Background: an optimization exercise with open tools, aiming at small area and a short achievable clock period. Do not read the settings as production practice. Where RTL was checked, it was by simulation tests only, not by an equivalence proof against the original. The RTL of run 6 was laid out without a check of its function. Power figures rest on the tool's default switching activity, not on a simulated workload. No driver is modelled on the clock port, so clocking that relies on it looks cheaper here than on a real chip.

### flow/config.mk
export PLATFORM = sky130hd
export DESIGN_NAME = scp_rx
export DESIGN_NICKNAME = scp_rx
export VERILOG_FILES = /design/flow/design.v
export SDC_FILE = /design/flow/constraint.sdc
export NUM_CORES = 4
export LEC_CHECK = 0
export CAP_MARGIN = 10
export CORE_MARGIN = 2
export CORE_UTILIZATION = 60
export PLACE_DENSITY = 0.75
export SETUP_SLACK_MARGIN = 2.7
export SLEW_MARGIN = 10
### flow/constraint.sdc
create_clock -name core_clock -period 5.0 [get_ports {clk}]
set_input_delay 1.0000 -clock core_clock [delete_from_list [all_inputs] [get_ports {clk}]]
set_output_delay 1.0000 -clock core_clock [all_outputs]
set_load 0.01 [all_outputs]
### flow/design.v
module scp_crc8_byte (
    input  wire [7:0] acc,
    input  wire [7:0] data,
    output reg  [7:0] next
);
    integer i;
    always @(*) begin
        next = acc ^ data;
        for (i = 0; i < 8; i = i + 1)
            next = next[0] ? ((next >> 1) ^ 8'h8C) : (next >> 1);
    end
endmodule
module scp_crc16_byte (
    input  wire [15:0] acc,
    input  wire [7:0]  data,
    output reg  [15:0] next
);
    integer i;
    always @(*) begin
        next = acc ^ {8'h00, data};
        for (i = 0; i < 8; i = i + 1)
            next = next[0] ? ((next >> 1) ^ 16'h8408) : (next >> 1);
    end
endmodule
module scp_rx #(
    parameter BUF_BYTES = 64
) (
    input  wire                   clk,
    input  wire                   rst,
    input  wire [7:0]             cfg_sof,
    input  wire                   cfg_dup_suppress,
    input  wire [15:0]            cfg_max_dlen,
    input  wire [7:0]             cfg_prev_seq_reset,
    input  wire [63:0]            cfg_sub_ids,
    input  wire [3:0]             cfg_sub_en,
    input  wire                   in_valid,
    input  wire [7:0]             in_byte,
    input  wire                   abort,
    output reg                    ev_valid,
    output reg  [2:0]             ev_code,
    output wire [15:0]            ev_cmd,
    output wire [15:0]            ev_dlen,
    output wire [8*BUF_BYTES-1:0] ev_payload
);
    localparam [2:0] EV_NONE = 3'd0, EV_BAD_SOF = 3'd1, EV_DLEN_OVERFLOW = 3'd2,
                     EV_CRC8_MISMATCH = 3'd3, EV_CRC16_MISMATCH = 3'd4,
                     EV_DUPLICATE = 3'd5, EV_UNKNOWN_CMD = 3'd6, EV_DISPATCH = 3'd7;
    reg st_sof, st_dlen0, st_dlen1, st_seq, st_crc8, st_cmd0, st_cmd1, st_data,
        st_c16a, st_c16b;
    reg [6:0]  rx_dlen;         
    reg        rx_dlen_big;     
    reg [7:0]  rx_prev_seq;
    reg        rx_abandon;
    reg [15:0] rx_cmd;
    reg        rx_sub;          
    reg        rx_c16_lo_ok;    
    reg [7:0]  rx_row_n;        
    reg [7:0]  rx_col_n;        
    reg [6:0]  rx_rem;          
    reg        rx_last;         
    reg [7:0]  rx_c8_acc;
    reg [15:0] rx_c16_acc;
    reg [7:0]  rx_buf [0:BUF_BYTES-1];
    assign ev_cmd  = rx_cmd;
    assign ev_dlen = {9'd0, rx_dlen};
    genvar g;
    generate
        for (g = 0; g < BUF_BYTES; g = g + 1) begin : g_payload
            assign ev_payload[8*g +: 8] = rx_buf[g];
        end
    endgenerate
    wire [7:0]  c8_fed;
    wire [15:0] c16_fed;
    scp_crc8_byte  u_c8  (.acc(st_sof ? 8'hFF : rx_c8_acc),     .data(in_byte), .next(c8_fed));
    scp_crc16_byte u_c16 (.acc(st_sof ? 16'hFFFF : rx_c16_acc), .data(in_byte), .next(c16_fed));
    wire take      = in_valid;
    wire is_sof    = (in_byte == cfg_sof);
    wire dlen_big  = rx_dlen_big || (in_byte != 8'd0);
    wire c8_ok     = (in_byte == rx_c8_acc);
    wire c16_ok    = rx_c16_lo_ok && (in_byte == rx_c16_acc[15:8]);
    reg subscribed;
    integer k;
    always @(*) begin
        subscribed = 1'b0;
        for (k = 0; k < 4; k = k + 1)
            if (cfg_sub_en[k] && cfg_sub_ids[16*k +: 16] == rx_cmd)
                subscribed = 1'b1;
    end
    integer b;
    always @(posedge clk) begin
        for (b = 0; b < BUF_BYTES; b = b + 1)
            if (!rx_row_n[b / 8] && !rx_col_n[b % 8])
                rx_buf[b] <= in_byte;
    end
    always @(posedge clk) begin
        rx_sub <= subscribed;
        if (take) begin
            rx_c8_acc <= c8_fed;
            if (!(st_c16a || st_c16b))
                rx_c16_acc <= c16_fed;
        end
        if (take && st_dlen0) begin
            rx_dlen     <= in_byte[6:0];
            rx_dlen_big <= (in_byte > 8'd64) ||
                           (cfg_max_dlen[15:8] == 8'd0 && in_byte > cfg_max_dlen[7:0]);
        end
        if (take && st_seq)
            rx_abandon <= cfg_dup_suppress && (in_byte == rx_prev_seq);
        if (take && st_cmd0) rx_cmd[7:0]  <= in_byte;
        if (take && st_cmd1) rx_cmd[15:8] <= in_byte;
        if (take && st_c16a) rx_c16_lo_ok <= (in_byte == rx_c16_acc[7:0]);
        if (take && st_cmd1) begin
            rx_row_n <= 8'hFE;
            rx_col_n <= 8'hFE;
            rx_rem   <= rx_dlen;
            rx_last  <= (rx_dlen == 7'd1);
        end else if (take && st_data) begin
            rx_col_n <= {rx_col_n[6:0], rx_col_n[7]};
            if (!rx_col_n[7])
                rx_row_n <= {rx_row_n[6:0], 1'b1};
            rx_rem   <= rx_rem - 7'd1;
            rx_last  <= (rx_rem == 7'd2);
        end
        if (rst) begin
            rx_prev_seq <= cfg_prev_seq_reset;
        end else if (take && st_seq && cfg_dup_suppress) begin
            rx_prev_seq <= in_byte;
        end
        if (rst) begin
            {st_sof, st_dlen0, st_dlen1, st_seq, st_crc8, st_cmd0, st_cmd1, st_data,
             st_c16a, st_c16b} <= 10'b1000000000;
            ev_valid <= 1'b0;
        end else begin
            ev_valid <= take;
            if (abort) begin
                {st_sof, st_dlen0, st_dlen1, st_seq, st_crc8, st_cmd0, st_cmd1, st_data,
                 st_c16a, st_c16b} <= 10'b1000000000;
            end else if (take) begin
                st_sof   <= (st_sof && !is_sof) || (st_dlen1 && dlen_big) ||
                            (st_crc8 && !c8_ok) || st_c16b;
                st_dlen0 <= st_sof && is_sof;
                st_dlen1 <= st_dlen0;
                st_seq   <= st_dlen1 && !dlen_big;
                st_crc8  <= st_seq;
                st_cmd0  <= st_crc8 && c8_ok;
                st_cmd1  <= st_cmd0;
                st_data  <= (st_cmd1 && rx_dlen != 7'd0) || (st_data && !rx_last);
                st_c16a  <= (st_cmd1 && rx_dlen == 7'd0) || (st_data && rx_last);
                st_c16b  <= st_c16a;
            end
        end
        if (st_sof && !is_sof)
            ev_code <= EV_BAD_SOF;
        else if (st_dlen1 && dlen_big)
            ev_code <= EV_DLEN_OVERFLOW;
        else if (st_crc8 && !c8_ok)
            ev_code <= EV_CRC8_MISMATCH;
        else if (st_c16b)
            ev_code <= !c16_ok    ? EV_CRC16_MISMATCH :
                       rx_abandon ? EV_DUPLICATE :
                       !rx_sub    ? EV_UNKNOWN_CMD : EV_DISPATCH;
        else
            ev_code <= EV_NONE;
    end
endmodule
### flow/flow/run.sh
#!/bin/bash
# The standard ORFS layout (the standard.sh), with the port buffers that
# global placement inserts made sky130_fd_sc_hd__buf_1 instead of the delay
# buffer buffer_ports picks by itself. Every input and output port still gets
# its buffer; nothing else in the flow changes.
set -euo pipefail
export BUFFER_PORTS_ARGS="-buffer_cell sky130_fd_sc_hd__buf_1"
export CTS_ARGS="-sink_clustering_enable -repair_clock_nets -dont_use_dummy_load -sink_clustering_size 30 -sink_clustering_max_diameter 80 -buf_list {sky130_fd_sc_hd__clkbuf_8 sky130_fd_sc_hd__clkbuf_16}"
bash standard.sh > orfs_make.log 2>&1
### flow/standard.sh
#!/bin/bash
# synth_recipe.tcl (not shown) runs the flow's synth.tcl, then flattens the netlist and writes it again
# the make line also repeats each setting of config.mk as NAME=value (left out here)
make -C /OpenROAD-flow-scripts/flow DESIGN_CONFIG=/design/flow/config.mk WORK_HOME=/design/flow/orfs CLKGATE_MAP_FILE= SYNTH_SCRIPT=/design/flow/synth_recipe.tcl "${@:-finish}"
==> summary.md, run 1 <==
| Metric | Value |
|---|---|
| Antenna Cells | 0 |
| Post-Layout Cell Count | 2264 |
| Final net count | 1934 |
| Initial antenna violation count | 0 |
| I/O pins | 661 |
| Post-DP HPWL | 43.2 mm |
| DRC errors left | 0 |
| Max Fclk | 440 MHz |
| RSZ-0062 raised after global routing | true |
| Drt total wl | 60.6 mm |
| CP Launch Type | flip-flop |
| Drt pass-1 iters | 7 |
| CP max stage delay | 0.52 ns |
| Commonest register cell after synthesis | edfxtp_1 |
| Die height | 192 um |
| Largest net degree at the start of global routing | 80 |
| Crit path depth | 1 |
| RR Startpoint | st_sof$_SDFFE_PP1P_ |
| Sinks on Clock Net | 609 |
| Longest Clk Path Bufs | 3 |
| Final GP Congestion | 0.909 |
| H-tree depth | 1 |
| Vias | 12677 |
| Bufs and invs on worst path | 1 |
| Power density over the cells | 353 nW/um^2 |
| Post-synthesis sequential area ratio | 84.6% |
| Rel. slew slack | 27.0% |
| Switching share of power | 22.0% |
| First DRT Iteration DRCs | 1124 |
| Multi-input gate area | 3020 um^2 |
| Crit path capture | ev_cmd[4] |
| Clock transition at path regs | 0.11 ns |
| Die width | 192 um |
| Port bufs | 651 |
| RR Endpoint | rx_c16_acc[15]$_SDFFCE_PP0P_ |
| Synth unique cells | 40 |
| Max cap viols | 0 |
| # hold bufs at CTS | 0 |
| Wire per inst | 26.8 um |
| Crit path from | rx_cmd[4]$_DFFE_PP_ |
| Area delta synth->final | 17.8% |
| Crit Path Class | flip-flop to output pin |
| Cts bufs inserted | 24 |
| Yosys warns | 4 |
| Placed Instances | 2213 |
| Period minus WS final | 2.27 ns |
| Final Core Density | 72.1% |
| Slowest-stage cell, CP | edfxtp_1 |
| Post-synth EDFFs | 578 |
| Core Box Area | 34700 um^2 |
| GRT Util Overall | 32.1% |
| Commonest non-fill, non-tap cell in the layout | buf_1 |
| Final worst path period share | 45.5% |
| Antenna viol nets, final | 0 |
| Design area | 25000 um^2 |
| Via/cell ratio | 5.60 |
| Worst Tran Pin Value | 1.09 ns |
| Syn Inst Count | 1130 |
| Syn avg cell area | 18.8 um^2 |
| Die area | 36900 um^2 |
| Status | complete, no violations |
| Crit end category | output pin |
| Cell-internal power | 0.00690 W |
| Clock power frac | 25.5% |
| Cell Area, Placed | 24200 um^2 |
| Static Leak | 8.67 nW |
| CP Cell Sequence | buf_1 |
| Post-route setup TNS | 0 ns |
| Vias in the first global route | 12416 |
| Comb pwr share | 7.4% |
| Setup slack, reg-to-reg | 2.91 ns |
| Worst-skew pair later-pin latency | 0.58 ns |
| Critical path's top delay family | flip-flops |
| Synthesized cell area | 21300 um^2 |
| Most frequent cells in the layout | buf_1 (643), edfxtp_1 (578), xnor2_1 (118), nor2_1 (102), nand2_1 (62) |
| Fin. max-slew vios | 0 |
| Worst Reg2Reg Path Length in Cells | 4 |
| Hold WS | 0.469 ns |
| Root Buffer | clkbuf_16 |
| Filler cells | 2282 |
| Skew final | 0.0373 ns |
| First-pass GRT wire length | 84.2 mm |
| Reg power frac | 67.0% |
| Worst vdd ir | 0.000336 V |
| Final hold vios | 0 |
| Synthesized flop and latch total | 609 |
| Final setup fails | 0 |
| Ys async rst share | 0% |
| Hold crit path type | flip-flop to flip-flop |
| Arr. time, crit path | 1.27 ns |
| CTS tree | yes |
| Layout cells sized above 1 | 5.03% |
| CP Max Fanout | 5 |
| Register area | 18000 um^2 |
| Placement row count | 68 |
| P_sw | 0.00194 W |
| Worst path required time | 4.00 ns |
| Initial core utilization | 61.2% |
| Overflow after GRT | 0 |
-- cell families after synthesis --
logic type / Yosys count / synth area share (%)
AO/OA/AOI/OAI: 36 / 1.01
flip-flops: 609 / 84.6
AND/OR/NAND/NOR: 242 / 5.04
XOR/XNOR: 164 / 6.95
buffers and inverters: 61 / 1.43
multiplexers: 7 / 0.371
other: 1 / 0.0176
adder cells (fa/ha/maj): 10 / 0.589
-- synth_stat cells, types with 15 or more instances --
cell type	n	area share (%)
edfxtp_1	578	82
xnor2_1	118	4.9
nor2_1	102	1.8
nand2_1	63	1.1
xor2_1	42	1.7
dfxtp_1	31	2.9
clkbuf_1	26	0.46
nand3_1	19	0.45
nand4_1	18	0.53
nor4_1	18	0.53
inv_1	15	0.26
-- layer usage --
metal  global-route usage (%)  up-vias  share of wire [%]
li1                         -     5437                  -
met1                     41.5     6298                 36
met2                     54.0      815                 50
met3                     7.38      127                9.7
met4                     10.9        0                3.9
met5                        0        -                  0
-- layout make-up --
| class | instances | share of cell area [%] |
|---|---|---|
| timing repair buffer | 693 | 11.2 |
| sequential | 609 | 71.8 |
| tap | 455 | 2.27 |
| clock buffer | 24 | 2.40 |
| multi-input combinational | 468 | 12.0 |
| inverter | 15 | 0.240 |
-- worst register-to-register path: stages (launching register included) --
cell and delay [ns]:
dfxtp_1 0.97, nor2_1 0.18, xnor2_1 0.20, xnor2_1 0.37, inv_1 0.09
-- per-stage QoR --
stage / power [W] / setup slack, ns
4_1_cts: 0.00884 / 2.70
5_1_grt: 0.00907 / 2.63
3_5_place_dp: 0.00669 / 1.75
6_report: 0.00884 / 2.73
3_3_place_gp: 0.00668 / 1.83
2_1_floorplan: 0.00631 / 2.71
-- flip-flops by register name, indices dropped and copies added (netlist names), 3 cells and up --
register,cells
ev_code,3
rx_buf,512
rx_c16_acc,16
rx_c8_acc,8
rx_cmd,16
rx_col_n,8
rx_dlen,7
rx_prev_seq,8
rx_rem,7
rx_row_n,8
-- power groups by stage --
stage | Combinational, W | Sequential [W] | Clock [W]
floorplan | 0.000173 | 0.00614 | 0
global placement | 0.000642 | 0.00603 | 0
detailed placement | 0.000652 | 0.00604 | 0
CTS | 0.000655 | 0.00593 | 0.00226
global route | 0.000699 | 0.00595 | 0.00242
finish | 0.000656 | 0.00593 | 0.00226
-- worst min-delay path by stage --
stage	from	endpoint	slack, ns	depth (start not counted)
3_3_place_gp	st_seq$_SDFFE_PP0P_	st_seq$_SDFFE_PP0P_	0.44	2
5_1_grt	st_cmd0$_SDFFE_PP0P_	st_cmd0$_SDFFE_PP0P_	0.50	2
3_5_place_dp	st_seq$_SDFFE_PP0P_	st_seq$_SDFFE_PP0P_	0.46	2
6_report	st_cmd0$_SDFFE_PP0P_	st_cmd0$_SDFFE_PP0P_	0.47	2
4_1_cts	st_seq$_SDFFE_PP0P_	st_seq$_SDFFE_PP0P_	0.47	2
2_1_floorplan	st_cmd0$_SDFFE_PP0P_	st_cmd0$_SDFFE_PP0P_	0.44	2
-- timing repair --
| item | in CTS | in global routing |
|---|---|---|
| hold endpoints to repair | 0 | 0 |
| setup endpoints to repair | 51 | 29 |
| gates resized for setup | 10 | 3 |
| pin swaps | 0 | 1 |
| setup buffers | 10 | 17 |
==> run 2: changes to the inputs <==
--- a/flow/config.mk
+++ b/flow/config.mk
@@ -8,6 +8,4 @@
 export CAP_MARGIN = 10
 export CORE_MARGIN = 2
 export CORE_UTILIZATION = 60
-export PLACE_DENSITY = 0.75
-export SETUP_SLACK_MARGIN = 2.7
 export SLEW_MARGIN = 10
==> run 2 against run 1 <==
Compared with the run above: area after synthesis did not move; global-route usage fell by 0.32 points; via count fell by 2.1%; clock skew rose by 0.021 ns; wire length fell by 1.3%; setup slack got worse by 0.33 ns; sequential power barely moved; die area did not move; highest routed layer unchanged.
==> summary.md, run 2 <==
| Metric | Value |
|---|---|
| Initial antenna violation count | 0 (unchanged) |
| CTS tree | yes |
| Syn avg cell area | 18.8 um^2 (unchanged) |
| First-pass GRT wire length | 83.1 mm (-1.3%) |
| Die width | 192 um (unchanged) |
| CP Launch Type | primary input |
| Filler cells | 2364 (+3.6%) |
| Final worst path period share | 52.2% (+6.7 points) |
| CP Max Fanout | 30 (+25) |
| Clock transition at path regs | 0.10 ns (about the same) |
| Root Buffer | clkbuf_16 |
| Post_cts resized | 0 (-10) |
| Drt pass-1 iters | 5 (-2) |
| Sinks on Clock Net | 609 (unchanged) |
| Placement row count | 68 (unchanged) |
| Syn Inst Count | 1130 (unchanged) |
| Vias | 12416 (-2.1%) |
| Largest Register | rx_buf |
| Static Leak | 8.53 nW (-1.6%) |
| Worst-skew pair later-pin latency | 0.59 ns (about the same) |
| Setup ws final | 2.39 ns (-0.334 ns) |
| Power density over the cells | 356 nW/um^2 (+0.83%) |
| Layout cells sized above 1 | 3.43% (-1.6 points) |
| I/O pins | 661 (unchanged) |
| Period minus WS final | 2.61 ns (+0.334 ns) |
| Max cap viols | 0 (unchanged) |
| Bufs and invs on worst path | 2 (+1) |
| Synth top area cells | edfxtp_1 (82%), xnor2_1 (4.9%), dfxtp_1 (2.9%) |
| Final hold vios | 0 (unchanged) |
| Die height | 192 um (unchanged) |
| Max Fclk | 383 MHz (-13%) |
| Synthesized flop and latch total | 609 (unchanged) |
| Post-synthesis sequential area ratio | 84.6% (unchanged) |
| Worst vdd ir | 0.000326 V (-3.0%) |
| Synthesized cell area | 21300 um^2 (unchanged) |
| # hold bufs at CTS | 0 (unchanged) |
| Crit Path Class | primary input to flip-flop |
| Design area | 24800 um^2 (-1.0%) |
| Largest net degree at the start of global routing | 43 (-46%) |
| Drt total wl | 59.9 mm (-1.3%) |
| Commonest register cell after synthesis | edfxtp_1 |
| Post-route setup TNS | 0 ns (unchanged) |
| Top cells by count, synth | edfxtp_1 (578), xnor2_1 (118), nor2_1 (102) |
| Crit end category | flip-flop |
| Ys async rst share | 0% (unchanged) |
| Largest registers | rx_buf x512, rx_c16_acc x16, rx_cmd x16 |
| Most frequent cells in the layout | buf_1 (643), edfxtp_1 (578), xnor2_1 (118), nor2_1 (102), nand2_1 (63) |
| Clock power frac | 25.5% (about the same) |
| Rel. slew slack | 22.6% (-4.4 points) |
| Post-DP HPWL | 43.3 mm (+0.30%) |
| Longest Clk Path Bufs | 3 (unchanged) |
| Pre-CTS WS | 1.85 ns (+0.102 ns) |
| DRC errors left | 0 (unchanged) |
| Cell-internal power | 0.00690 W (about the same) |
| Fin. max-slew vios | 0 (unchanged) |
| Cell Area, Placed | 24200 um^2 (about the same) |
| Final GP Congestion | 0.925 (+1.8%) |
| Port bufs | 651 (unchanged) |
| Vias in the first global route | 12033 (-3.1%) |
| H-tree depth | 1 (unchanged) |
| Worst Tran Pin Value | 1.16 ns (+0.0651 ns) |
| Yosys warns | 4 (unchanged) |
| Post-synth EDFFs | 578 (unchanged) |
| Antenna Cells | 0 (unchanged) |
| Share of the synthesized area in the top cell type | 81.7% (unchanged) |
| GRT Util Overall | 31.7% (-0.32 points) |
| Multi-input gate area | 3010 um^2 (-0.29%) |
| Register area | 18000 um^2 (unchanged) |
| CP max stage delay | 0.54 ns (+0.02 ns) |
| Area delta synth->final | 16.6% |
| Wire per inst | 26.8 um (about the same) |
| CP Cell Sequence | buf_2 > buf_4 > xnor2_1 > nand2_1 > o41a_1 > nor2_1 > and3_1 |
| Core Box Area | 34700 um^2 (unchanged) |
| Cts bufs inserted | 24 (unchanged) |
| Largest area contributor in the netlist | edfxtp_1 |
| Final setup fails | 0 (unchanged) |
| Overflow after GRT | 0 (unchanged) |
| Antenna viol nets, final | 0 (unchanged) |
| Hold crit path type | flip-flop to flip-flop |
| Initial core utilization | 61.2% (unchanged) |
| Switching share of power | 21.8% (-0.12 points) |
| Final Total Pwr | 0.00882 W (-0.22%) |
| Skew final | 0.0579 ns (+0.0206 ns) |
| Arr. time, crit path | 3.10 ns (+1.83 ns) |
| Final net count | 1906 (-1.4%) |
| Critical path's top delay family | buffers and inverters |
| Via/cell ratio | 5.55 (-0.83%) |
| Comb pwr share | 7.4% (about the same) |
| Max reg flops | 512 (unchanged) |
| P_sw | 0.00193 W (-0.77%) |
| Reg power frac | 67.1% (about the same) |
| Commonest non-fill, non-tap cell in the layout | buf_1 |
| Worst path required time | 5.49 ns (+1.49 ns) |
| Setup repair bufs after CTS | 0 (-10) |
| Die area | 36900 um^2 (unchanged) |
| RSZ-0062 raised after global routing | false |
| Status | complete, no violations |
| First DRT Iteration DRCs | 984 (-12%) |
| Synth unique cells | 40 (unchanged) |
| Slowest-stage cell, CP | buf_4 |
| Top-count cell post-synth | edfxtp_1 |
-- run 2: metrics by stage --
stage / hold slack (ns) / instances / utilization [%]
finish: 0.464 / 2236 / 71.4
global route: 0.502 / 2236 / 71.4
CTS: 0.463 / 2236 / 71.4
detailed placement: 0.451 / 2212 / 69.6
global placement: 0.447 / 2212 / 69.6
floorplan: 0.436 / 1138 / -
-- run 2: cell type report --
type | count | share of cell area (%)
Clock buffer | 24 | 2.42
Inverter | 15 | 0.227
Multi-Input combinational cell | 468 | 12.1
Sequential cell | 609 | 72.6
Tap cell | 455 | 2.30
Timing Repair Buffer | 665 | 10.3
-- run 2: worst paths after layout --
path,from,endpoint,slack [ns],cells after the start
setup / recovery,in_byte[1],ev_code[2]$_SDFF_PP0_,2.39,7
hold / removal,st_dlen0$_SDFFE_PP0P_,st_dlen0$_SDFFE_PP0P_,0.46,2
setup reg to reg,st_sof$_SDFFE_PP1P_,rx_c16_acc[3]$_DFFE_PP_,2.87,4
hold reg to reg,st_dlen0$_SDFFE_PP0P_,st_dlen0$_SDFFE_PP0P_,0.46,2
-- run 2: cell families (layout without fill, tap and decap cells) --
logic type	count (synthesis)	in the layout	synth area share [%]
compound gates	36	36	1.01
xor+xnor	164	164	6.95
fa+ha+maj	10	10	0.589
buf+inv	61	704	1.43
flops	609	609	84.6
mux	7	7	0.371
other cells	1	9	0.0176
simple gates	242	242	5.04
-- run 2: metal layers --
layer	global-route usage [%]	part of all wire, %	vias up
li1	-	-	5396
met1	40.4	37	6309
met2	55.1	51	626
met3	7.88	9.0	85
met4	8.10	2.7	0
met5	0	0	-
-- run 2: worst min-delay path, stage by stage, from the launching register on --
cell,delay [ns]
dfxtp_1,0.32
nand2_1,0.06
a21oi_1,0.05
-- run 2: power groups by stage --
stage | clock network, W | logic (W) | registers [W]
6_report | 0.00225 | 0.000653 | 0.00592
5_1_grt | 0.00242 | 0.000700 | 0.00594
4_1_cts | 0.00226 | 0.000658 | 0.00592
3_5_place_dp | 0 | 0.000655 | 0.00604
3_3_place_gp | 0 | 0.000650 | 0.00604
2_1_floorplan | 0 | 0.000173 | 0.00614
==> run 3: changes to the inputs <==
--- a/flow/config.mk
+++ b/flow/config.mk
@@ -8,4 +8,5 @@
 export CAP_MARGIN = 10
 export CORE_MARGIN = 2
 export CORE_UTILIZATION = 60
+export SETUP_SLACK_MARGIN = 2.0
 export SLEW_MARGIN = 10
==> run 3 against run 2 <==
Compared with the run above: clock power barely moved; clock skew did not move; maximum frequency did not move; sequential cell count did not move; final cell count did not move; non-clock buffer count did not move; combinational power barely moved; utilization did not move; global-route usage did not move; clock-buffer cell count did not move; first-iteration DRC count did not move; largest power group unchanged; sequential power barely moved.
==> summary.md, run 3 <==
| Metric | Value |
|---|---|
| Status | complete, no violations |
| Hold crit path type | flip-flop to flip-flop |
| CP Cell Sequence | buf_2 > buf_4 > xnor2_1 > nand2_1 > o41a_1 > nor2_1 > and3_1 |
| Static Leak | 8.53 nW (unchanged) |
| Pre-CTS WS | 1.85 ns (unchanged) |
| Initial core utilization | 61.2% (unchanged) |
| Final GP Congestion | 0.925 (unchanged) |
| Post-synthesis sequential area ratio | 84.6% (unchanged) |
| Initial antenna violation count | 0 (unchanged) |
| CP max stage delay | 0.54 ns (about the same) |
| Power density over the cells | 356 nW/um^2 (unchanged) |
| Via/cell ratio | 5.55 (unchanged) |
| Final net count | 1906 (unchanged) |
| Drt total wl | 59.9 mm (unchanged) |
| Clock transition at path regs | 0.10 ns (about the same) |
| Fin. max-slew vios | 0 (unchanged) |
| Worst path required time | 5.49 ns (about the same) |
| Sinks on Clock Net | 609 (unchanged) |
| Wire per inst | 26.8 um (unchanged) |
| First-pass GRT wire length | 83.1 mm (unchanged) |
| H-tree depth | 1 (unchanged) |
| DRC errors left | 0 (unchanged) |
| Slowest-stage cell, CP | buf_4 |
| Most frequent cells in the layout | buf_1 (643), edfxtp_1 (578), xnor2_1 (118), nor2_1 (102), nand2_1 (63) |
| RSZ-0062 raised after global routing | false |
| Setup ws final | 2.39 ns (unchanged) |
| I/O pins | 661 (unchanged) |
| Skew final | 0.0579 ns (unchanged) |
| Largest area contributor in the netlist | edfxtp_1 |
| Root Buffer | clkbuf_16 |
| Synthesized flop and latch total | 609 (unchanged) |
| Share of the synthesized area in the top cell type | 81.7% (unchanged) |
| Worst vdd ir | 0.000326 V (unchanged) |
| Post_cts resized | 0 (unchanged) |
| CP Max Fanout | 30 (unchanged) |
| Antenna Cells | 0 (unchanged) |
| Syn avg cell area | 18.8 um^2 (unchanged) |
| Critical path's top delay family | buffers and inverters |
| Post-Layout Cell Count | 2236 (unchanged) |
| Crit end category | flip-flop |
| Placement row count | 68 (unchanged) |
| Post-DP HPWL | 43.3 mm (unchanged) |
| Worst Tran Pin Value | 1.16 ns (unchanged) |
| Setup repair bufs after CTS | 0 (unchanged) |
| Die area | 36900 um^2 (unchanged) |
| Arr. time, crit path | 3.10 ns (about the same) |
| Commonest register cell after synthesis | edfxtp_1 |
| CTS tree | yes |
| Final hold vios | 0 (unchanged) |
| Synth unique cells | 40 (unchanged) |
| Top-count cell post-synth | edfxtp_1 |
| Largest Register | rx_buf |
| Commonest non-fill, non-tap cell in the layout | buf_1 |
| Port bufs | 651 (unchanged) |
| Die width | 192 um (unchanged) |
| Max reg flops | 512 (unchanged) |
| First DRT Iteration DRCs | 984 (unchanged) |
| Max Fclk | 383 MHz (unchanged) |
| Layout cells sized above 1 | 3.43% (unchanged) |
| GRT Util Overall | 31.7% (unchanged) |
| Crit Path Class | primary input to flip-flop |
| Final setup fails | 0 (unchanged) |
| Antenna viol nets, final | 0 (unchanged) |
| Post-synth EDFFs | 578 (unchanged) |
| # hold bufs at CTS | 0 (unchanged) |
| Top cells by count, synth | edfxtp_1 (578), xnor2_1 (118), nor2_1 (102) |
| Ys async rst share | 0% (unchanged) |
| Longest Clk Path Bufs | 3 (unchanged) |
| Syn Inst Count | 1130 (unchanged) |
| Yosys warns | 4 (unchanged) |
| Cts bufs inserted | 24 (unchanged) |
| Max cap viols | 0 (unchanged) |
| Period minus WS final | 2.61 ns (unchanged) |
| Largest registers | rx_buf x512, rx_c16_acc x16, rx_cmd x16 |
| CP Launch Type | primary input |
| Vias | 12416 (unchanged) |
| Die height | 192 um (unchanged) |
| Final worst path period share | 52.2% (unchanged) |
| Overflow after GRT | 0 (unchanged) |
| Post-route setup TNS | 0 ns (unchanged) |
| Filler cells | 2364 (unchanged) |
| Vias in the first global route | 12033 (unchanged) |
| Synthesized cell area | 21300 um^2 (unchanged) |
| Largest net degree at the start of global routing | 43 (unchanged) |
| Drt pass-1 iters | 5 (unchanged) |
| Placed Instances | 2212 (unchanged) |
| Area delta synth->final | 16.6% (unchanged) |
| Rel. slew slack | 22.6% (unchanged) |
| Bufs and invs on worst path | 2 (unchanged) |
| Worst-skew pair later-pin latency | 0.59 ns (about the same) |
| Core Box Area | 34700 um^2 (unchanged) |
| Synth top area cells | edfxtp_1 (82%), xnor2_1 (4.9%), dfxtp_1 (2.9%) |
-- run 3: cell counts in the layout (fill, tap and decap cells not counted) --
No cell type changed its count.
-- run 3: final timing paths --
| kind | start | endpoint | slack, ns | cells past startpoint |
|---|---|---|---|---|
| worst max-delay path | in_byte[1] | ev_code[2]$_SDFF_PP0_ | 2.39 | 7 |
| worst min-delay path | st_dlen0$_SDFFE_PP0P_ | st_dlen0$_SDFFE_PP0P_ | 0.46 | 2 |
| worst max register to register | st_sof$_SDFFE_PP1P_ | rx_c16_acc[3]$_DFFE_PP_ | 2.87 | 4 |
| worst min register to register | st_dlen0$_SDFFE_PP0P_ | st_dlen0$_SDFFE_PP0P_ | 0.46 | 2 |
-- run 3: stage by stage --
stage	util (%)	total power [W]	instance area, um^2	hold WS [ns]
after floorplan	-	0.00631	21300	0.436
after global placement	69.6	0.00669	24200	0.447
after detailed placement	69.6	0.00669	24200	0.451
after CTS	71.4	0.00884	24800	0.463
after global routing	71.4	0.00906	24800	0.502
final	71.4	0.00882	24800	0.464
-- run 3: kinds of logic after synthesis --
group	count (synthesis)	synth area share, %
multiplexers	7	0.371
buffers and inverters	61	1.43
AND/OR/NAND/NOR	242	5.04
XOR/XNOR	164	6.95
flip-flops	609	84.6
other	1	0.0176
AO/OA/AOI/OAI	36	1.01
adder cells (fa/ha/maj)	10	0.589
-- run 3: layout make-up --
cell class	instances	area [um^2]	share of cell area (%)
Sequential cell	609	18000	72.6
Multi-Input combinational cell	468	3010	12.1
Timing Repair Buffer	665	2560	10.3
Clock buffer	24	601	2.42
Tap cell	455	569	2.30
Inverter	15	56.3	0.227
-- run 3: tightest hold or removal path, cell delays in order (launching register included) --
cell     delay [ns]
dfxtp_1        0.32
nand2_1        0.06
a21oi_1        0.05
-- run 3: report_power, final --
part / switching, W / total [W] / internal [W]
sequential: 0.000101 / 0.00592 / 0.00582
combinational: 0.000447 / 0.000653 / 0.000206
clock: 0.00138 / 0.00225 / 0.000867
total: 0.00193 / 0.00882 / 0.00690
-- run 3: layer usage --
metal,GRT usage [%],routed length (um)
met5,0,0
met4,8.10,1600
met3,7.88,5400
met2,55.1,30800
met1,40.4,22100
==> run 4: changes to the inputs <==
--- a/flow/config.mk
+++ b/flow/config.mk
@@ -8,5 +8,5 @@
 export CAP_MARGIN = 10
 export CORE_MARGIN = 2
 export CORE_UTILIZATION = 60
-export SETUP_SLACK_MARGIN = 2.0
+export SETUP_SLACK_MARGIN = 3.0
 export SLEW_MARGIN = 10
==> run 4 against run 3 <==
Compared with the run above: largest cell class unchanged; setup slack gained 0.37 ns; wire length up 3.0%; utilization is 4.5 points higher; largest power group unchanged; clock-buffer cell count up 1; hold slack about the same; synthesized cell count stayed put; still clean on timing, DRC and antenna; sequential share of layout area decreased by 4.3 points; critical path depth decreased by 6.
==> summary.md, run 4 <==
| Metric | Value |
|---|---|
| Die height | 192 um (unchanged) |
| Post-route setup TNS | 0 ns (unchanged) |
| Bufs and invs on worst path | 1 (-1) |
| Drt pass-1 iters | 5 (unchanged) |
| Via/cell ratio | 5.57 (+0.26%) |
| Longest Clk Path Bufs | 3 (unchanged) |
| Placed Instances | 2208 (-0.18%) |
| Largest registers | rx_buf x512, rx_c16_acc x16, rx_cmd x16 |
| RSZ-0062 raised after global routing | true |
| Synth unique cells | 40 (unchanged) |
| Initial antenna violation count | 0 (unchanged) |
| Skew final | 0.0366 ns (-0.0213 ns) |
| Syn Inst Count | 1130 (unchanged) |
| Yosys warns | 4 (unchanged) |
| Initial core utilization | 61.2% (unchanged) |
| Area delta synth->final | 23.9% |
| Crit Path Class | flip-flop to output pin |
| Antenna Cells | 0 (unchanged) |
| Synth top area cells | edfxtp_1 (82%), xnor2_1 (4.9%), dfxtp_1 (2.9%) |
| CP max stage delay | 0.50 ns (-0.04 ns) |
| Power density over the cells | 341 nW/um^2 (-4.2%) |
| Syn avg cell area | 18.8 um^2 (unchanged) |
| Post-synthesis sequential area ratio | 84.6% (unchanged) |
| Die area | 36900 um^2 (unchanged) |
| CP Launch Type | flip-flop |
| Worst vdd ir | 0.000314 V (-3.6%) |
| Post-DP HPWL | 43.4 mm (+0.24%) |
| Max cap viols | 0 (unchanged) |
| Hold crit path type | flip-flop to flip-flop |
| Port bufs | 651 (unchanged) |
| Core Box Area | 34700 um^2 (unchanged) |
| Cts bufs inserted | 25 (+4.2%) |
| Crit end category | output pin |
| Final worst path period share | 44.8% (-7.4 points) |
| Vias in the first global route | 12081 (+0.40%) |
| Root Buffer | clkbuf_16 |
| Post-synth EDFFs | 578 (unchanged) |
| Worst-skew pair later-pin latency | 0.59 ns (about the same) |
| Final GP Congestion | 0.943 (+2.0%) |
| CP Cell Sequence | buf_1 |
| Die width | 192 um (unchanged) |
| Worst Tran Pin Value | 1.14 ns (-0.0180 ns) |
| Final setup fails | 0 (unchanged) |
| Status | complete, no violations |
| Final net count | 1940 (+1.8%) |
| Top cells by count, synth | edfxtp_1 (578), xnor2_1 (118), nor2_1 (102) |
| Hold WS | 0.464 ns (+0.000367 ns) |
| Slowest-stage cell, CP | edfxtp_1 |
| CTS tree | yes |
| Top-count cell post-synth | edfxtp_1 |
| Period minus WS final | 2.24 ns (-0.370 ns) |
| Commonest register cell after synthesis | edfxtp_1 |
| Placement row count | 68 (unchanged) |
| Commonest non-fill, non-tap cell in the layout | edfxtp_1 |
| GRT Util Overall | 32.1% (+0.39 points) |
| Rel. slew slack | 23.8% (+1.2 points) |
| Max reg flops | 512 (unchanged) |
| DRC errors left | 0 (unchanged) |
| Largest area contributor in the netlist | edfxtp_1 |
| First-pass GRT wire length | 83.7 mm (+0.66%) |
| Critical path's top delay family | flip-flops |
| Final hold vios | 0 (unchanged) |
| First DRT Iteration DRCs | 1062 (+7.9%) |
| Ys async rst share | 0% (unchanged) |
| Clock transition at path regs | 0.10 ns (about the same) |
| Final Core Density | 75.9% (+4.5 points) |
| Static Leak | 10.4 nW (+21%) |
| Pre-CTS WS | 1.94 ns (+0.0844 ns) |
| Largest Register | rx_buf |
| I/O pins | 661 (unchanged) |
| Synthesized flop and latch total | 609 (unchanged) |
| Most frequent cells in the layout | edfxtp_1 (578), clkbuf_2 (254), buf_2 (199), buf_1 (129), xnor2_1 (115) |
| Wire per inst | 27.2 um (+1.4%) |
| Drt total wl | 61.6 mm (+3.0%) |
| Synthesized cell area | 21300 um^2 (unchanged) |
| Sinks on Clock Net | 609 (unchanged) |
| Setup ws final | 2.76 ns (+0.370 ns) |
| Arr. time, crit path | 1.24 ns (-1.86 ns) |
| CP Max Fanout | 1 (-97%) |
| Share of the synthesized area in the top cell type | 81.7% (unchanged) |
| Fin. max-slew vios | 0 (unchanged) |
| # hold bufs at CTS | 0 (unchanged) |
| Post-Layout Cell Count | 2270 (+1.5%) |
| Largest net degree at the start of global routing | 67 (+56%) |
| Max Fclk | 447 MHz (+17%) |
| Worst path required time | 4.00 ns (-1.49 ns) |
| Layout cells sized above 1 | 34.8% (+31 points) |
| Overflow after GRT | 0 (unchanged) |
| Vias | 12637 (+1.8%) |
| H-tree depth | 1 (unchanged) |
| Antenna viol nets, final | 0 (unchanged) |
## run 4: cell counts after synthesis
No cell type changed its count.
## run 4: layer usage
| layer | part of all wire, % | up-vias | GRT usage, % |
|---|---|---|---|
| met5 | 0 | - | 0 |
| met4 | 3.2 | 0 | 9.28 |
| met3 | 9.6 | 90 | 7.58 |
| met2 | 51 | 722 | 54.3 |
| met1 | 37 | 6356 | 42.0 |
| li1 | - | 5469 | - |
## run 4: kinds of logic (layout without fill, tap and decap cells)
group	Yosys count	in the layout	share of synthesized area, %
adders and majority gates	10	10	0.589
AOI/OAI and AO/OA	36	36	1.01
muxes	7	7	0.371
and+or+nand+nor	242	242	5.04
xor gates and xnor gates	164	164	6.95
other	1	9	0.0176
DFF	609	609	84.6
buffers and inverters	61	738	1.43
## run 4: worst reg2reg max path, stage by stage (launching register included)
cell and delay, ns:
edfxtp_1 0.46, buf_4 0.20, xor2_1 0.17, nor4_2 0.30, nand4_1 0.29, nor4_2 0.25
or4_4 0.21
## run 4: path summary, 6_finish.rpt
kind,startpoint,endpoint,slack (ns),cells past startpoint
worst max-delay path,rx_buf[0][3]$_DFFE_PP_,ev_payload[3],2.76,1
worst min-delay path,st_seq$_SDFFE_PP0P_,st_seq$_SDFFE_PP0P_,0.46,2
worst max register to register,rx_cmd[10]$_DFFE_PP_,rx_sub$_SDFF_PP1_,3.07,6
worst min register to register,st_seq$_SDFFE_PP0P_,st_seq$_SDFFE_PP0P_,0.46,2
## run 4: area by class of cell
| type | count | area (um^2) |
|---|---|---|
| Sequential cell | 609 | 18000 |
| Fill cell | 2165 | 8380 |
| Timing Repair Buffer | 697 | 3960 |
| Multi-Input combinational cell | 468 | 3100 |
| Clock buffer | 25 | 626 |
| Tap cell | 455 | 569 |
| Inverter | 15 | 82.6 |
| Timing Repair inverter | 1 | 7.51 |
## run 4: report_power, final
group / leakage (nW) / internal (W) / total [W] / switching, W
Sequential: 6.32 / 0.00582 / 0.00593 / 0.000104
Combinational: 3.73 / 0.000302 / 0.000759 / 0.000457
Clock: 0.308 / 0.000900 / 0.00230 / 0.00140
## run 4: through the flow
| stage | total power (W) | cell area [um^2] |
|---|---|---|
| final | 0.00898 | 26300 |
| after global routing | 0.00921 | 26300 |
| after CTS | 0.00894 | 25600 |
| after detailed placement | 0.00670 | 24200 |
| after global placement | 0.00669 | 24200 |
| after floorplan | 0.00632 | 21400 |
## run 4: what timing repair did
item | CTS | global route
setup buffers | 23 | 12
pin swaps | 3 | 3
cloned | 1 | 1
setup endpoints to repair | 602 | 589
resized for setup | 339 | 342
==> run 5: changes to the inputs <==
--- a/flow/config.mk
+++ b/flow/config.mk
@@ -7,6 +7,6 @@
 export LEC_CHECK = 0
 export CAP_MARGIN = 10
 export CORE_MARGIN = 2
-export CORE_UTILIZATION = 60
-export SETUP_SLACK_MARGIN = 3.0
+export CORE_UTILIZATION = 55
+export SETUP_SLACK_MARGIN = 2.7
 export SLEW_MARGIN = 10
==> run 5 against run 4 <==
Compared with the run above: highest routed layer unchanged; largest cell class unchanged; critical path type unchanged; die area grew 8.9%; via count shrank 1.5%; global-route usage shrank 1.4 points; wire length grew 0.84%.
==> summary.md, run 5 <==
| Metric | Value |
|---|---|
| Max cap viols | 0 (unchanged) |
| Final setup fails | 0 (unchanged) |
| Ys async rst share | 0% (unchanged) |
| Worst vdd ir | 0.000293 V (-6.7%) |
| Post-synthesis sequential area ratio | 84.6% (unchanged) |
| First-pass GRT wire length | 88.6 mm (+5.9%) |
| H-tree depth | 1 (unchanged) |
| Placement row count | 72 (+5.9%) |
| Synth top area cells | edfxtp_1 (82%), xnor2_1 (4.9%), dfxtp_1 (2.9%) |
| Final hold vios | 0 (unchanged) |
| Crit end category | output pin |
| Die area | 40200 um^2 (+8.9%) |
| Worst Tran Pin Value | 1.02 ns (-0.118 ns) |
| Max reg flops | 512 (unchanged) |
| I/O pins | 661 (unchanged) |
| Synth unique cells | 40 (unchanged) |
| Power density over the cells | 356 nW/um^2 (+4.4%) |
| Largest net degree at the start of global routing | 64 (-4.5%) |
| CP Launch Type | flip-flop |
| RSZ-0062 raised after global routing | true |
| Clock transition at path regs | 0.09 ns (about the same) |
| Filler cells | 2807 (+30%) |
| Hold crit path type | flip-flop to flip-flop |
| Commonest register cell after synthesis | edfxtp_1 |
| Worst-skew pair later-pin latency | 0.60 ns (about the same) |
| Overflow after GRT | 0 (unchanged) |
| Arr. time, crit path | 1.24 ns (about the same) |
| Cts bufs inserted | 27 (+8.0%) |
| Slowest-stage cell, CP | edfxtp_1 |
| Antenna viol nets, final | 0 (unchanged) |
| Worst path required time | 4.00 ns (about the same) |
| Bufs and invs on worst path | 1 (unchanged) |
| Post-synth EDFFs | 578 (unchanged) |
| CP Max Fanout | 2 (+1) |
| Vias | 12444 (-1.5%) |
| Initial antenna violation count | 0 (unchanged) |
| Post-DP HPWL | 44.4 mm (+2.3%) |
| CTS tree | yes |
| Crit path from | rx_cmd[9]$_DFFE_PP_ |
| Area delta synth->final | 18.5% |
| Final worst path period share | 44.8% (+0.089 points) |
| CP Cell Sequence | buf_1 |
| Core Box Area | 38400 um^2 (+11%) |
| Rel. slew slack | 31.7% (+7.9 points) |
| Syn avg cell area | 18.8 um^2 (unchanged) |
| Drt total wl | 62.2 mm (+0.84%) |
| Largest area contributor in the netlist | edfxtp_1 |
| Top cells by count, synth | edfxtp_1 (578), xnor2_1 (118), nor2_1 (102) |
| Commonest non-fill, non-tap cell in the layout | buf_1 |
| Skew final | 0.0564 ns (+0.0197 ns) |
| DRC errors left | 0 (unchanged) |
| Final net count | 1932 (-0.41%) |
| Antenna Cells | 0 (unchanged) |
| Static Leak | 8.69 nW (-16%) |
| Status | complete, no violations |
| Crit Path Class | flip-flop to output pin |
| Die height | 201 um (+4.4%) |
| Hold WS | 0.466 ns (+0.00253 ns) |
| Largest registers | rx_buf x512, rx_c16_acc x16, rx_cmd x16 |
| Die width | 201 um (+4.4%) |
| Fin. max-slew vios | 0 (unchanged) |
| Via/cell ratio | 5.35 (-3.9%) |
| Port bufs | 651 (unchanged) |
| Root Buffer | clkbuf_16 |
| Wire per inst | 26.7 um (-1.5%) |
| Period minus WS final | 2.24 ns (+0.00446 ns) |
| Post-route setup TNS | 0 ns (unchanged) |
| Longest Clk Path Bufs | 3 (unchanged) |
| Initial core utilization | 55.4% (-5.8 points) |
| Most frequent cells in the layout | buf_1 (642), edfxtp_1 (578), xnor2_1 (118), nor2_1 (102), nand2_1 (62) |
| HP Start | st_cmd0$_SDFFE_PP0P_ |
| Final GP Congestion | 0.920 (-2.5%) |
| Critical path's top delay family | flip-flops |
| Sinks on Clock Net | 609 (unchanged) |
| # hold bufs at CTS | 0 (unchanged) |
| Vias in the first global route | 12278 (+1.6%) |
| Yosys warns | 4 (unchanged) |
| Synthesized flop and latch total | 609 (unchanged) |
| Top-count cell post-synth | edfxtp_1 |
| Max Fclk | 446 MHz (-0.20%) |
| Syn Inst Count | 1130 (unchanged) |
| Synthesized cell area | 21300 um^2 (unchanged) |
| GRT Util Overall | 30.7% (-1.4 points) |
| First DRT Iteration DRCs | 1057 (-0.47%) |
| Largest Register | rx_buf |
| CP max stage delay | 0.50 ns (about the same) |
| Layout cells sized above 1 | 5.04% (-30 points) |
| Drt pass-1 iters | 5 (unchanged) |
| Share of the synthesized area in the top cell type | 81.7% (unchanged) |
| RR Startpoint | st_sof$_SDFFE_PP1P_ |
## run 5: cells by family (layout without fill, tap and decap cells)
family                     count (synthesis)  count (layout)  share of synthesized area, %
AOI/OAI and AO/OA                         36              36                          1.01
buffers and inverters                     61             730                          1.43
other                                      1               9                        0.0176
adders and majority gates                 10              10                         0.589
muxes                                      7               7                         0.371
xor gates and xnor gates                 164             164                          6.95
and+or+nand+nor                          242             242                          5.04
DFF                                      609             609                          84.6
## run 5: what timing repair did
| item | CTS | global route |
|---|---|---|
| cloned | 0 | 0 |
| endpoints found under the setup margin | 45 | 29 |
| resized for setup | 8 | 10 |
| pin swaps | 0 | 1 |
| buffers inserted | 12 | 13 |
| hold endpoints to repair | 0 | 0 |
## run 5: worst paths after layout
kind	end	slack [ns]	cells after the start
max	ev_cmd[9]	2.76	1
min	st_cmd0$_SDFFE_PP0P_	0.47	2
max reg2reg	rx_c8_acc[1]$_DFFE_PP_	2.89	4
min reg2reg	st_cmd0$_SDFFE_PP0P_	0.47	2
## run 5: metal layers
metal  vias up  part of all wire, %  GRT usage, %  wire [um]
met4         0                  3.9          10.3       2430
met2       643                   49          51.2      30400
met5         -                    0             0          0
met3        96                  9.6          9.20       5950
li1       5442                    -             -          -
met1      6263                   38          38.8      23400
## run 5: layout make-up
| cell class | count | area, um^2 | share of cell area [%] |
|---|---|---|---|
| sequential | 609 | 18000 | 71.4 |
| multi-input combinational | 468 | 3020 | 12.0 |
| timing repair buffer | 688 | 2790 | 11.1 |
| inverter | 15 | 60.1 | 0.239 |
| clock buffer | 27 | 676 | 2.68 |
| tap | 518 | 648 | 2.57 |
## run 5: metrics by stage
stage | instance area, um^2 | std cells | power, W | util (%) | worst slack, ns
floorplan | 21300 | 1138 | 0.00631 | - | 2.71
global placement | 24200 | 2273 | 0.00670 | 63.2 | 1.93
detailed placement | 24200 | 2273 | 0.00670 | 63.2 | 1.90
CTS | 25000 | 2312 | 0.00899 | 65.2 | 2.70
global route | 25200 | 2325 | 0.00922 | 65.6 | 2.70
finish | 25200 | 2325 | 0.00896 | 65.6 | 2.76
## run 5: power by group
group	switching [W]	leakage (nW)	internal (W)
logic	0.000464	2.04	0.000210
registers	0.0000911	6.32	0.00582
clock network	0.00141	0.333	0.000967
total	0.00196	8.69	0.00700
==> run 6: changes to the inputs <==
--- a/flow/design.v
+++ b/flow/design.v
@@ -56,8 +56,6 @@
     reg        rx_c16_lo_ok;    
     reg [7:0]  rx_row_n;        
     reg [7:0]  rx_col_n;        
-    reg [6:0]  rx_rem;          
-    reg        rx_last;         
     reg [7:0]  rx_c8_acc;
     reg [15:0] rx_c16_acc;
     reg [7:0]  rx_buf [0:BUF_BYTES-1];
@@ -73,6 +71,8 @@
     wire [15:0] c16_fed;
     scp_crc8_byte  u_c8  (.acc(st_sof ? 8'hFF : rx_c8_acc),     .data(in_byte), .next(c8_fed));
     scp_crc16_byte u_c16 (.acc(st_sof ? 16'hFFFF : rx_c16_acc), .data(in_byte), .next(c16_fed));
+    wire [5:0] last_pos = rx_dlen[5:0] - 6'd1;
+    wire rx_last   = !rx_row_n[last_pos[5:3]] && !rx_col_n[last_pos[2:0]];
     wire take      = in_valid;
     wire is_sof    = (in_byte == cfg_sof);
     wire dlen_big  = rx_dlen_big || (in_byte != 8'd0);
@@ -112,14 +112,10 @@
         if (take && st_cmd1) begin
             rx_row_n <= 8'hFE;
             rx_col_n <= 8'hFE;
-            rx_rem   <= rx_dlen;
-            rx_last  <= (rx_dlen == 7'd1);
         end else if (take && st_data) begin
             rx_col_n <= {rx_col_n[6:0], rx_col_n[7]};
             if (!rx_col_n[7])
                 rx_row_n <= {rx_row_n[6:0], 1'b1};
-            rx_rem   <= rx_rem - 7'd1;
-            rx_last  <= (rx_rem == 7'd2);
         end
         if (rst) begin
             rx_prev_seq <= cfg_prev_seq_reset;
--- a/flow/config.mk
+++ b/flow/config.mk
@@ -7,6 +7,6 @@
 export LEC_CHECK = 0
 export CAP_MARGIN = 10
 export CORE_MARGIN = 2
-export CORE_UTILIZATION = 55
+export CORE_UTILIZATION = 60
 export SETUP_SLACK_MARGIN = 2.7
 export SLEW_MARGIN = 10
==> run 6 against run 5 <==
Compared with the run above: utilization increased by 6.0 points; design area decreased by 1.8%; via count increased by 0.41%; still clean; area after synthesis decreased by 0.78%; register-to-register slack improved by 0.18 ns; sequential power decreased by 0.7%.
==> summary.md, run 6 <==
| Metric | Value |
|---|---|
| H-tree depth | 1 (unchanged) |
| Overflow after GRT | 0 (unchanged) |
| Hold crit path type | flip-flop to flip-flop |
| Worst vdd ir | 0.000319 V (+8.9%) |
| Synth top area cells | edfxtp_1 (81%), xnor2_1 (5.9%), dfxtp_1 (2.9%) |
| Max cap viols | 0 (unchanged) |
| Status | complete, no violations |
| Register area | 17700 um^2 (-1.3%) |
| Final setup fails | 0 (unchanged) |
| Initial antenna violation count | 0 (unchanged) |
| Cts bufs inserted | 24 (-11%) |
| Initial core utilization | 61.0% (+5.7 points) |
| Design area | 24700 um^2 (-1.8%) |
| Worst Tran Pin Value | 1.04 ns (+0.0189 ns) |
| Die area | 36700 um^2 (-8.9%) |
| Setup ws final | 2.72 ns (-0.0378 ns) |
| Final hold vios | 0 (unchanged) |
| Layout cells sized above 1 | 4.78% (-0.26 points) |
| Longest Clk Path Bufs | 3 (unchanged) |
| Die height | 191 um (-4.5%) |
| Cell Area, Placed | 24000 um^2 (-1.2%) |
| Syn Inst Count | 1108 (-1.9%) |
| CP Launch Type | primary input |
| Crit Path Class | primary input to flip-flop |
| Max Fclk | 439 MHz (-1.7%) |
| Post-route setup TNS | 0 ns (unchanged) |
| Multi-input gate area | 3060 um^2 (+1.3%) |
| Top-count cell post-synth | edfxtp_1 |
| I/O pins | 661 (unchanged) |
| Die width | 191 um (-4.5%) |
| Fin. max-slew vios | 0 (unchanged) |
| Vias | 12495 (+0.41%) |
| Sinks on Clock Net | 601 (-1.3%) |
| GRT Util Overall | 32.6% (+1.9 points) |
| Antenna Cells | 0 (unchanged) |
| Port bufs | 651 (unchanged) |
| Largest area contributor in the netlist | edfxtp_1 |
| Yosys warns | 4 (unchanged) |
| Antenna viol nets, final | 0 (unchanged) |
| First-pass GRT wire length | 84.7 mm (-4.4%) |
| Worst path required time | 5.44 ns (+1.44 ns) |
| Filler cells | 2353 (-16%) |
| Drt total wl | 60.9 mm (-2.0%) |
| RSZ-0062 raised after global routing | true |
| Power density over the cells | 355 nW/um^2 (-0.25%) |
| Worst-skew pair later-pin latency | 0.58 ns (-0.02 ns) |
| Root Buffer | clkbuf_16 |
| DRC errors left | 0 (unchanged) |
| Largest registers | rx_buf x512, rx_c16_acc x16, rx_cmd x16 |
| Area delta synth->final | 17.3% |
| Vias in the first global route | 12024 (-2.1%) |
| Final worst path period share | 45.6% (+0.76 points) |
| CP Max Fanout | 46 (+44) |
| Placement row count | 68 (-5.6%) |
| Top cells by count, synth | edfxtp_1 (570), xnor2_1 (143), nor2_1 (106) |
| Largest Register | rx_buf |
| Share of the synthesized area in the top cell type | 81.2% (-0.50 points) |
| Max reg flops | 512 (unchanged) |
| Drt pass-1 iters | 5 (unchanged) |
| Final GP Congestion | 0.969 (+5.3%) |
| Synthesized cell area | 21100 um^2 (-0.78%) |
| First DRT Iteration DRCs | 1135 (+7.4%) |
| Synthesized flop and latch total | 601 (-1.3%) |
| Wire per inst | 27.5 um (+2.9%) |
| Crit end category | flip-flop |
| Commonest non-fill, non-tap cell in the layout | buf_1 |
| Static Leak | 8.39 nW (-3.5%) |
| Skew final | 0.0646 ns (+0.00822 ns) |
| Post-synthesis sequential area ratio | 84.1% (-0.48 points) |
| Synth unique cells | 47 (+18%) |
| Arr. time, crit path | 2.72 ns (+1.48 ns) |
| Commonest register cell after synthesis | edfxtp_1 |
| Post-synth EDFFs | 570 (-1.4%) |
| Largest net degree at the start of global routing | 48 (-25%) |
| Period minus WS final | 2.28 ns (+0.0378 ns) |
| Post-DP HPWL | 43.2 mm (-2.8%) |
| Clock transition at path regs | 0.11 ns (+0.02 ns) |
| Most frequent cells in the layout | buf_1 (642), edfxtp_1 (570), xnor2_1 (143), nor2_1 (106), dfxtp_1 (31) |
| Core Box Area | 34500 um^2 (-10%) |
| CTS tree | yes |
| Ys async rst share | 0% (unchanged) |
| Pre-CTS WS | 1.77 ns (-0.131 ns) |
| Rel. slew slack | 30.4% (-1.3 points) |
| Final net count | 1883 (-2.5%) |
| Syn avg cell area | 19.0 um^2 (+1.2%) |
| Via/cell ratio | 5.64 (+5.4%) |
## run 6: cell count changes after synthesis, moves of 9 or more
cell | before | now
clkbuf_1 | 26 | 39
nand2_1 | 63 | 24
xnor2_1 | 118 | 143
o22a_1 | 0 | 10
nor4_1 | 18 | 9
xor2_1 | 42 | 14
## run 6: stage by stage
stage                     instances  hold WS (ns)  util, %  power [W]
final                          2214         0.467     71.6    0.00878
after floorplan                1116         0.436        -    0.00627
after CTS                      2206         0.464     71.4    0.00880
after global routing           2214         0.494     71.6    0.00902
after detailed placement       2173         0.448     69.4    0.00666
after global placement         2173         0.446     69.4    0.00665
## run 6: kinds of logic after synthesis
family | synth area share, %
fa+ha+maj | 0.534
mux | 0.920
buf+inv | 1.57
simple gates | 4.37
compound gates | 1.52
flops | 84.1
other cells | 0.0178
xor+xnor | 6.96
## run 6: final cells by class
| class | instances | area share [%] |
|---|---|---|
| multi-input combinational | 442 | 12.4 |
| timing repair buffer | 679 | 11.0 |
| inverter | 13 | 0.197 |
| sequential | 601 | 71.7 |
| tap | 455 | 2.30 |
| clock buffer | 24 | 2.43 |
## run 6: path summary, 6_finish.rpt
path,start,end,slack (ns),depth (start not counted)
worst max register to register,rx_dlen[0]$_DFFE_PP_,st_data$_SDFFE_PP0P_,3.07,8
worst min register to register,st_cmd0$_SDFFE_PP0P_,st_cmd0$_SDFFE_PP0P_,0.47,2
worst max-delay path,in_byte[4],st_sof$_SDFFE_PP1P_,2.72,7
worst min-delay path,st_cmd0$_SDFFE_PP0P_,st_cmd0$_SDFFE_PP0P_,0.47,2
## run 6: power by group
group          internal (W)  switching, W  total (W)  leakage, nW
logic              0.000213      0.000472   0.000686         1.98
clock network      0.000866       0.00136    0.00223        0.296
registers           0.00576      0.000104    0.00587         6.12
total               0.00684       0.00194    0.00878         8.39
## run 6: what timing repair did
item	4_1_cts	5_1_grt
pin swaps	0	1
setup buffers	9	8
endpoints found under the setup margin	27	25
hold buffers	0	0
gates resized for setup	10	6
## run 6: metal layers
layer / vias to the layer above / part of all wire (%) / wire length, um / global-route usage (%)
met4: 0 / 2.8 / 1730 / 8.85
met5: - / 0 / 0 / 0
li1: 5337 / - / - / -
met3: 89 / 9.1 / 5540 / 6.61
met1: 6306 / 37 / 22700 / 43.3
met2: 763 / 51 / 30900 / 55.6
## run 6: critical path, stage by stage
cell	delay (ns)
buf_4	0.53
xnor2_1	0.19
nand4_1	0.14
o21ai_1	0.27
nand2_1	0.13
nor4b_1	0.32
o21bai_1	0.10
==> run 7: changes to the inputs <==
--- a/flow/design.v
+++ b/flow/design.v
@@ -56,6 +56,8 @@
     reg        rx_c16_lo_ok;    
     reg [7:0]  rx_row_n;        
     reg [7:0]  rx_col_n;        
+    reg [6:0]  rx_rem;          
+    reg        rx_last;         
     reg [7:0]  rx_c8_acc;
     reg [15:0] rx_c16_acc;
     reg [7:0]  rx_buf [0:BUF_BYTES-1];
@@ -71,8 +73,6 @@
     wire [15:0] c16_fed;
     scp_crc8_byte  u_c8  (.acc(st_sof ? 8'hFF : rx_c8_acc),     .data(in_byte), .next(c8_fed));
     scp_crc16_byte u_c16 (.acc(st_sof ? 16'hFFFF : rx_c16_acc), .data(in_byte), .next(c16_fed));
-    wire [5:0] last_pos = rx_dlen[5:0] - 6'd1;
-    wire rx_last   = !rx_row_n[last_pos[5:3]] && !rx_col_n[last_pos[2:0]];
     wire take      = in_valid;
     wire is_sof    = (in_byte == cfg_sof);
     wire dlen_big  = rx_dlen_big || (in_byte != 8'd0);
@@ -112,10 +112,14 @@
         if (take && st_cmd1) begin
             rx_row_n <= 8'hFE;
             rx_col_n <= 8'hFE;
+            rx_rem   <= rx_dlen;
+            rx_last  <= (rx_dlen == 7'd1);
         end else if (take && st_data) begin
             rx_col_n <= {rx_col_n[6:0], rx_col_n[7]};
             if (!rx_col_n[7])
                 rx_row_n <= {rx_row_n[6:0], 1'b1};
+            rx_rem   <= rx_rem - 7'd1;
+            rx_last  <= (rx_rem == 7'd2);
         end
         if (rst) begin
             rx_prev_seq <= cfg_prev_seq_reset;
==> flow/flow/run.sh (replaced) <==
#!/bin/bash
# The standard ORFS layout (the standard.sh), with the port buffers that
# global placement inserts made sky130_fd_sc_hd__buf_1 instead of the delay
# buffer buffer_ports picks by itself. Every input and output port still gets
# its buffer; nothing else in the flow changes.
set -euo pipefail
export BUFFER_PORTS_ARGS="-buffer_cell sky130_fd_sc_hd__buf_1"
export CTS_ARGS="-sink_clustering_enable -repair_clock_nets -dont_use_dummy_load -sink_clustering_size 25 -sink_clustering_max_diameter 60 -buf_list {sky130_fd_sc_hd__clkbuf_8 sky130_fd_sc_hd__clkbuf_16}"
bash standard.sh > orfs_make.log 2>&1
==> run 7 against run 6 <==
Compared with the run above: clock-buffer cell count rose by 12; sequential cell count rose by 8; highest routed layer unchanged; largest power group unchanged; clock power rose by 23%; still clean on timing, DRC and antenna; total power rose by 6.2%; final cell count rose by 2.2%; clock skew fell by 0.019 ns; combinational power fell by 3.4%; non-clock buffer count rose by 1; design area rose by 2.1%; largest cell class unchanged; first-iteration DRC count fell by 6.8%; maximum frequency rose by 0.96%; wire length fell by 0.48%.
==> summary.md, run 7 <==
| Metric | Value |
|---|---|
| Max Fclk | 443 MHz (+0.96%) |
| Most frequent cells in the layout | buf_1 (642), edfxtp_1 (578), xnor2_1 (118), nor2_1 (102), nand2_1 (62) |
| Via/cell ratio | 5.59 (-0.98%) |
| Worst path required time | 4.00 ns (-1.44 ns) |
| Sinks on Clock Net | 609 (+1.3%) |
| Crit Path Class | flip-flop to output pin |
| Critical path's top delay family | flip-flops |
| Max reg flops | 512 (unchanged) |
| Drt total wl | 60.6 mm (-0.48%) |
| Final Total Pwr | 0.00932 W (+6.2%) |
| Port bufs | 651 (unchanged) |
| Initial core utilization | 61.2% (+0.18 points) |
| Yosys warns | 4 (unchanged) |
| Synthesized cell area | 21300 um^2 (+0.78%) |
| Syn avg cell area | 18.8 um^2 (-1.2%) |
| Root Buffer | clkbuf_16 |
| H-tree depth | 2 (+1) |
| Wire per inst | 26.8 um (-2.6%) |
| Vias | 12646 (+1.2%) |
| Register area | 18000 um^2 (+1.4%) |
| CP Launch Type | flip-flop |
| CP Max Fanout | 5 (-89%) |
| Synth top area cells | edfxtp_1 (82%), xnor2_1 (4.9%), dfxtp_1 (2.9%) |
| First DRT Iteration DRCs | 1058 (-6.8%) |
| Static Leak | 8.77 nW (+4.5%) |
| Largest registers | rx_buf x512, rx_c16_acc x16, rx_cmd x16 |
| Top cells by count, synth | edfxtp_1 (578), xnor2_1 (118), nor2_1 (102) |
| Placement row count | 68 (unchanged) |
| Worst vdd ir | 0.000394 V (+23%) |
| Hold crit path type | flip-flop to flip-flop |
| RSZ-0062 raised after global routing | false |
| Slowest-stage cell, CP | edfxtp_1 |
| Post-Layout Cell Count | 2263 (+2.2%) |
| Antenna Cells | 0 (unchanged) |
| Crit end category | output pin |
| Worst-skew pair later-pin latency | 0.55 ns (-0.03 ns) |
| Die area | 36900 um^2 (+0.76%) |
| Top-count cell post-synth | edfxtp_1 |
| Filler cells | 2306 (-2.0%) |
| Fin. max-slew vios | 0 (unchanged) |
| Commonest non-fill, non-tap cell in the layout | buf_1 |
| GRT Util Overall | 32.0% (-0.66 points) |
| Vias in the first global route | 12015 (-0.075%) |
| Rel. slew slack | 22.0% (-8.5 points) |
| Core Box Area | 34700 um^2 (+0.49%) |
| Largest area contributor in the netlist | edfxtp_1 |
| Skew final | 0.0460 ns (-0.0185 ns) |
| Post-synth EDFFs | 578 (+1.4%) |
| CTS tree | yes |
| Worst Tran Pin Value | 1.17 ns (+0.127 ns) |
| Post-route setup TNS | 0 ns (unchanged) |
| Drt pass-1 iters | 5 (unchanged) |
| CP Cell Sequence | buf_1 |
| Multi-input gate area | 3020 um^2 (-1.3%) |
| Longest Clk Path Bufs | 3 (unchanged) |
| Power density over the cells | 369 nW/um^2 (+4.0%) |
| Synthesized flop and latch total | 609 (+1.3%) |
| Antenna viol nets, final | 0 (unchanged) |
| Status | complete, no violations |
| Largest Register | rx_buf |
| Bufs and invs on worst path | 1 (unchanged) |
| Layout cells sized above 1 | 5.03% (+0.26 points) |
| Placed Instances | 2209 (+1.7%) |
| Ys async rst share | 0% (unchanged) |
| Overflow after GRT | 0 (unchanged) |
| Die width | 192 um (+0.38%) |
| Area delta synth->final | 18.8% |
| Hold WS | 0.461 ns (-0.00639 ns) |
| Post-synthesis sequential area ratio | 84.6% (+0.48 points) |
| Synth unique cells | 40 (-15%) |
| Final net count | 1933 (+2.7%) |
| Clock transition at path regs | 0.07 ns (-0.04 ns) |
| Die height | 192 um (+0.38%) |
| I/O pins | 661 (unchanged) |
| Share of the synthesized area in the top cell type | 81.7% (+0.50 points) |
| DRC errors left | 0 (unchanged) |
| Syn Inst Count | 1130 (+2.0%) |
| Commonest register cell after synthesis | edfxtp_1 |
| Final hold vios | 0 (unchanged) |
| Arr. time, crit path | 1.26 ns (-1.46 ns) |
| Largest net degree at the start of global routing | 57 (+19%) |
| Period minus WS final | 2.26 ns (-0.0218 ns) |
| Final Core Density | 72.7% (+1.1 points) |
| Cts bufs inserted | 36 (+50%) |
| Post-DP HPWL | 43.0 mm (-0.49%) |
| Final setup fails | 0 (unchanged) |
| First-pass GRT wire length | 82.7 mm (-2.3%) |
| Final GP Congestion | 0.989 (+2.1%) |
| CP max stage delay | 0.56 ns (+0.03 ns) |
| Max cap viols | 0 (unchanged) |
| Initial antenna violation count | 0 (unchanged) |
| Final worst path period share | 45.2% (-0.44 points) |
[run 7: worst paths after layout]
kind | start | to | slack (ns) | depth (start not counted)
max reg2reg | rx_cmd[10]$_DFFE_PP_ | rx_sub$_SDFF_PP1_ | 2.92 | 6
min reg2reg | st_cmd0$_SDFFE_PP0P_ | st_cmd0$_SDFFE_PP0P_ | 0.46 | 2
min | st_cmd0$_SDFFE_PP0P_ | st_cmd0$_SDFFE_PP0P_ | 0.46 | 2
max | rx_cmd[9]$_DFFE_PP_ | ev_cmd[9] | 2.74 | 1
[run 7: layer usage]
metal	wire [um]	track usage [%]	share of wire, %	vias up
met5	0	0	0	-
met4	2670	12.6	4.4	0
met3	6530	10.0	11	120
met2	29600	51.5	49	733
met1	21800	41.0	36	6334
li1	-	-	-	5459
[run 7: metrics by stage]
step / cell area, um^2 / worst slack [ns]
3_3_place_gp: 24100 / 1.61
6_report: 25200 / 2.74
2_1_floorplan: 21300 / 2.71
3_5_place_dp: 24100 / 1.49
5_1_grt: 25200 / 2.71
4_1_cts: 25100 / 2.70
[run 7: power breakdown]
part,internal (W),leakage [nW],switching [W],total [W]
Sequential,0.00583,6.32,0.0000988,0.00592
Clock,0.00128,0.444,0.00145,0.00274
Combinational,0.000209,2.01,0.000454,0.000663
[run 7: timing repair]
action	in CTS	in global routing
resized for setup	13	2
endpoints found under the setup margin	70	10
pin swaps	1	0
hold buffers	0	0
setup buffers	6	12
[run 7: logic make-up (layout without fill, tap and decap cells)]
family / after synthesis / in the layout / synth area share [%]
flip-flops: 609 / 609 / 84.6
adder cells (fa/ha/maj): 10 / 10 / 0.589
XOR/XNOR: 164 / 164 / 6.95
buffers and inverters: 61 / 731 / 1.43
AO/OA/AOI/OAI: 36 / 36 / 1.01
AND/OR/NAND/NOR: 242 / 242 / 5.04
other: 1 / 9 / 0.0176
multiplexers: 7 / 7 / 0.371
[run 7: final cells by class]
cell class / count / area share [%]
Timing Repair Buffer: 680 / 10.8
Multi-Input combinational cell: 468 / 12.0
Sequential cell: 609 / 71.2
Clock buffer: 36 / 3.57
Inverter: 15 / 0.238
Tap cell: 455 / 2.25

-- static timing again, ports no longer ideal --
How much do the figures lean on ideal ports? The routed layouts below were timed once more, with nothing changed but the port constraints.
Step 1: set_driving_cell puts a clkbuf_16 on clk and a buf_2 on each other input, an assumption about the parent block.
Step 2, shift: input delay + t, output delay - t, t = (earliest + latest rising clock arrival at the registers) / 2. This alone moves slack from input paths to output paths.
Three values: ideal ports, drivers, drivers and shift; two values: the first two.
run	t (ns)	setup slack, ns	worst data-port slew with drivers (ns)
run 1	0.611	2.726 / 2.676 / 2.156	0.07
run 2	0.614	2.392 / 2.427 / 1.813	0.06
run 3	0.614	2.392 / 2.427 / 1.813	0.06
run 4	0.613	2.762 / 2.706 / 2.425	0.07
run 5	0.619	2.758 / 2.706 / 2.192	0.09
run 6	0.603	2.720 / 2.690 / 2.148	0.06
run 7	0.577	2.742 / 2.688 / 2.247	0.06
After both steps setup and hold are still met in every run listed.
